Context: an optimization exercise on an open-source flow, tuned for small area, a short achievable clock period and few clock cycles. The choices shown serve that exercise and are no tape-out recipe.

==> inputs of maple <==
==> flow/design.v (excerpt) <==
module ccb (
    input  wire         clk,
    input  wire         rst,
    input  wire         cmd_valid,
    output reg          cmd_ready,
    input  wire [31:0]  cmd_data,
    output reg          rsp_valid,
    output reg  [2:0]   rsp_status,
    output reg  [31:0]  rsp_value,
    input  wire         edge_valid,
    input  wire [31:0]  edge_data,
    input  wire [29:0]  pin_i,
    input  wire [63:0]  time_i,
    output reg          ev_valid,
    output reg          ev_pulse,
    output reg  [2:0]   ev_ch,
    output reg  [15:0]  ev_val,
    output wire [127:0] duty_o,
    output reg  [29:0]  pin_oe,
    output reg  [89:0]  pin_ch,
    output wire         err_o
);
export LEC_CHECK = 0
export ABC_CLOCK_PERIOD_IN_PS = 3000
export CAP_MARGIN = 20
export CELL_PAD_IN_SITES_DETAIL_PLACEMENT = 1
export CELL_PAD_IN_SITES_GLOBAL_PLACEMENT = 1
export CORE_MARGIN = 2
export CORE_UTILIZATION = 40
export SLEW_MARGIN = 20
create_clock -name core_clock -period 14.0 [get_ports {clk}]
standard.sh (not shown) runs the stock make flow with config.mk's settings and CLKGATE_MAP_FILE= SYNTH_SCRIPT=/design/flow/synth_recipe.tcl, a recipe that flattens the netlist after the stock synthesis.
==> flow/flow/run.sh <==
#!/bin/bash
# Standard layout, with timing repair aimed well below the design's period.
set -euo pipefail
bash standard.sh SETUP_SLACK_MARGIN=8 finish > standard_flow.log 2>&1
==> cedar (differences from maple) <==
--- a/flow/design.v
+++ b/flow/design.v
@@ -44,24 +44,10 @@
             5'd22: dec125 = 12'd2750; 5'd23: dec125 = 12'd2875;
             5'd24: dec125 = 12'd3000; 5'd25: dec125 = 12'd3125;
             default: dec125 = 12'bx;
         endcase
     endfunction
-    function automatic inwin(input [63:0] a, input [63:0] b);
-        reg [46:0] x, g;
-        reg [16:0] d;
-        reg        brw, eq0, eq1;
-        begin
-            x   = a[63:17] ^ b[63:17];
-            g   = {b[62:17] & ~a[62:17], 1'b1};
-            eq0 = ~|x;
-            eq1 = ~|(x ^ g);
-            brw = a[16:0] < b[16:0];
-            d   = a[16:0] - b[16:0];
-            inwin = (d < 17'd100000) && (brw ? eq1 : eq0);
-        end
-    endfunction
     function automatic [7:0] first1(input [7:0] m);
         first1 = m & (~m + 8'd1);
     endfunction
     function automatic [2:0] enc8(input [7:0] oh);
         enc8 = {|oh[7:4], |{oh[7:6], oh[3:2]}, |{oh[7], oh[5], oh[3], oh[1]}};
@@ -76,23 +62,22 @@
     reg  [7:0]        fad;
     reg  [7:0]        door;
     reg  [7:0]        tsv;
     reg  [7:0]        lraw;
     reg  [7:0][4:0]   cur;        
-    reg  [7:0]        dz;         
+    reg  [7:0][11:0]  dq;         
     reg  [7:0][63:0]  lt;         
     reg  [1:0]  st;
     reg  [1:0]  left;
     reg  [4:0]  h_op;
     reg  [4:0]  h_ch;
     reg         h_b;
     reg  [7:0]  h_pin;
     reg         h_rsv;            
     reg         h_evm;            
     reg  [63:0] xq;               
-    reg  [7:0]  rawq;             
-    reg  [7:0]  rejq;             
+    reg  [29:0] pq;               
     reg         eq_v;
     reg  [31:0] eq_d;
     reg  [7:0]  em;
     reg  [1:0]  emode;
     reg         ehalf;
@@ -101,11 +86,11 @@
     wire go     = (st == S_EXEC);
     assign err_o = err;
     genvar g;
     generate
         for (g = 0; g < 8; g = g + 1) begin : g_duty
-            assign duty_o[16*g +: 16] = dz[g] ? 16'd0 : {2'b00, dec125(cur[g]), 2'b00};
+            assign duty_o[16*g +: 16] = {2'b00, dq[g], 2'b00};
         end
     endgenerate
     integer p, c2;
     always @(*) begin
         pin_oe = 30'd0;
@@ -178,13 +163,13 @@
     reg  [7:0] raw, lg, rej, cand, enr, acc, rtc, tnew, tick, fnew, updlr;
     reg  [7:0][4:0] cnext;
     always @(*) begin : perch
         integer c;
         for (c = 0; c < 8; c = c + 1) begin
-            raw[c]  = o_process ? rawq[c] : h_b;
+            raw[c]  = o_process ? pq[sns[c]] : h_b;
             lg[c]   = raw[c] ^ al[c];
-            rej[c]  = rejq[c];
+            rej[c]  = tsv[c] && ((xq - lt[c]) < 64'd100000);
             cand[c] = !rej[c] && (lg[c] != door[c]);
             enr[c]  = o_process ? (m[c] || (poll_en && (raw[c] != lraw[c])))
                                 : selc[c] && (o_resolve || (o_poll && (h_b != lraw[c])));
             acc[c]  = go && ok && enr[c] && cand[c];
             updlr[c] = go && ok && (o_process ? poll_en : (o_poll && selc[c]));
@@ -210,16 +195,12 @@
     end
     wire [7:0] efirst = first1(em);
     wire [2:0] ech    = enc8(efirst);
     wire [4:0] ecur   = cur[ech];
     integer c;
-    wire [63:0] now_in = (st == S_OPS) ? {cmd_data, xq[31:0]} : time_i;
     always @(posedge clk) begin
-        for (c = 0; c < 8; c = c + 1) begin
-            rawq[c] <= pin_i[sns[c]];
-            rejq[c] <= tsv[c] && inwin(now_in, lt[c]);
-        end
+        pq   <= pin_i;
         eq_v <= edge_valid && !rst;
         eq_d <= edge_data;
         if (st == S_IDLE) begin
             xq <= time_i;
         end else if (st == S_OPS && accept) begin
@@ -248,11 +229,11 @@
             err     <= 1'b0;
             for (c = 0; c < 8; c = c + 1) begin
                 led[c] <= 5'd10 + c[4:0];
                 sns[c] <= 5'd2 + c[4:0];
                 cur[c] <= 5'd0;
-                dz[c]  <= 1'b1;
+                dq[c]  <= 12'd0;
             end
             al <= 8'hFF; tgt <= 8'd0; fad <= 8'd0; door <= 8'd0;
             tsv <= 8'd0; lraw <= 8'hFF;
         end else begin
             rsp_valid <= 1'b0;
@@ -303,11 +284,11 @@
                         err     <= 1'b0;
                         for (c = 0; c < 8; c = c + 1) begin
                             led[c] <= 5'd10 + c[4:0];
                             sns[c] <= 5'd2 + c[4:0];
                             cur[c] <= 5'd0;
-                            dz[c]  <= 1'b1;
+                            dq[c]  <= 12'd0;
                         end
                         al <= 8'hFF; tgt <= 8'd0; fad <= 8'd0; door <= 8'd0;
                         tsv <= 8'd0; lraw <= 8'hFF;
                         ev_valid <= 1'b1; ev_pulse <= 1'b0; ev_ch <= 3'd0; ev_val <= 16'd0;
                         em <= 8'hFE; emode <= M_ZERO; ehalf <= 1'b0; rv1 <= 1'b1;
@@ -321,11 +302,11 @@
                         rsp_value <= {31'd0, allv};
                         if (allv) begin
                             for (c = 0; c < 8; c = c + 1)
                                 if (chg_led[c]) begin
                                     led[c] <= xq[8*c +: 5];
-                                    dz[c]  <= 1'b0;
+                                    dq[c]  <= dec125(cur[c]);
                                 end
                             if (chg_led != 8'd0) begin
                                 ev_valid <= 1'b1; ev_pulse <= 1'b1;
                                 ev_ch <= enc8(first1(chg_led)); ev_val <= 16'd0;
                                 em <= chg_led; emode <= M_PCUR; ehalf <= 1'b1; rv1 <= 1'b1;
@@ -341,11 +322,11 @@
                                     sns[c] <= xq[8*c +: 5];
                                     tsv[c] <= 1'b0;
                                 end
                     end
                     OP_STEST: begin
-                        dz <= 8'hFF;
+                        for (c = 0; c < 8; c = c + 1) dq[c] <= 12'd0;
                         ev_valid <= 1'b1; ev_pulse <= 1'b0; ev_ch <= 3'd0; ev_val <= 16'd12500;
                         em <= 8'hFF; emode <= M_WZ; ehalf <= 1'b1; rv1 <= 1'b0;
                         rsp_valid <= 1'b0; st <= S_EMIT;
                     end
                     OP_EDGE:  pending <= pend_in | selc;
@@ -367,11 +348,11 @@
                             door[c] <= lg[c];
                         end
                         if (rtc[c]) tgt[c] <= tnew[c];
                         if (tick[c]) begin
                             cur[c] <= cnext[c];
-                            dz[c]  <= 1'b0;
+                            dq[c]  <= dec125(cnext[c]);
                             fad[c] <= fnew[c];
                         end else if (rtc[c]) begin
                             fad[c] <= 1'b1;
                         end
                     end
==> flow/run.sh (new file) <==
#!/bin/bash
# synth_recipe.tcl (not shown) runs the flow's synth.tcl, then flattens the netlist and writes it again
# the make line also repeats each setting of config.mk as NAME=value (left out here)
make -C /OpenROAD-flow-scripts/flow DESIGN_CONFIG=/design/flow/config.mk WORK_HOME=/design/flow/orfs CLKGATE_MAP_FILE= SYNTH_SCRIPT=/design/flow/synth_recipe.tcl finish
Settings changed: SETUP_SLACK_MARGIN from default to 1.0.
removed: flow/flow/run.sh
removed: flow/standard.sh
==> indigo (differences from maple) <==
==> flow/run.sh (new file) <==
#!/bin/bash
# synth_recipe.tcl (not shown) runs the flow's synth.tcl, then flattens the netlist and writes it again
# the make line also repeats each setting of config.mk as NAME=value (left out here)
make -C /OpenROAD-flow-scripts/flow DESIGN_CONFIG=/design/flow/config.mk WORK_HOME=/design/flow/orfs CLKGATE_MAP_FILE= SYNTH_SCRIPT=/design/flow/synth_recipe.tcl finish
Settings changed: SETUP_SLACK_MARGIN from default to 1.0.
removed: flow/flow/run.sh
removed: flow/standard.sh
==> reports/results.ini <==
[route]
met2_length_um=138000
via_count=60500

[finish]
clock_area_share_pct=5.45
multi_input_area_share_pct=48.6

[power_and_ir_drop]
p_seq_share_pct=37.4
combPwrFrac_pct=27.0

[worst_setup_path]
path_delay_family=compound AO/OA/AOI/OAI gates
rr_worst_depth=20

[outcome]
status=finished clean

[cts]
clk_pin_slew_worst_paths_ns=0.06

[synth]
synth_compound_area_share_pct=14.4

[min_path]
holdPathEnd=rsp_value[26]

[sta]
final.setup.worst_slack_ns=6.31
period_needed_ns=7.69

the above is filed under indigo

==> reports/results.ini <==
[finish]
drive_gt1_share_pct=10.5
clock_area_share_pct=5.40

[worst_setup_path]
rr_worst_depth=15
path_delay_family=simple AND/OR/NAND/NOR gates

[sta]
final.setup.worst_slack_ns=7.96

[cts]
clk_pin_slew_worst_paths_ns=0.07

[min_path]
holdPathEnd=rsp_value[9]

[route]
met2_length_um=137000

[power_and_ir_drop]
p_seq_share_pct=37.2
combPwrFrac_pct=27.1

[synth]
synth_compound_area_share_pct=14.4

[outcome]
status=finished clean

the above is filed under maple

==> reports/results.ini <==
[sta]
whs_ns=0.452
drv_slew=0
period_needed_ns=10.52

[route]
met2_length_um=215000
via_count=99900
avgRoutedWirePerCell_um=31.1

[synth]
synth_compound_area_share_pct=25.2

[power_and_ir_drop]
p_seq_share_pct=22.5
combPwrFrac_pct=55.1

[finish]
fin_nets=13000
clock_area_share_pct=4.49
multi_input_area_share_pct=57.1

[worst_setup_path]
path_delay_family=compound AO/OA/AOI/OAI gates

[outcome]
status=finished clean

[cts]
clk_pin_slew_worst_paths_ns=0.06

the above is filed under cedar

No functional check of the RTL was part of any run of this note.

[port drivers added, routing unchanged]
The results above use ideal ports. As a check the final layouts listed here were re-extracted and re-timed, cells and wires unchanged. Step 1 sets driving cells, clkbuf_16 on the clock port and buf_2 on the other inputs (assumed; they add their load-dependent delay and slew). Step 2 adds t to the input delays and takes it off the output delays; t is the mean of the earliest and latest rising clock arrival at the registers after step 1. Input paths then give back, and output paths get back, about the clock's delay inside the block. Three values: no drivers, after step 1, after step 2; two values: the first two.
run	shift t [ns]	setup WS [ns]	slew at the worst register clock pin (ns)
maple	0.843	7.957 / 7.929 / 7.192	0.07 / 0.07
cedar	0.944	3.484 / 3.484 / 3.484	0.07 / 0.07
indigo	0.860	6.309 / 6.309 / 6.309	0.08 / 0.08
After both steps setup and hold are still met in every run listed. For maple, which loses most, drivers alone change the setup slack by -0.028 ns; drivers and shift together by -0.765 ns.
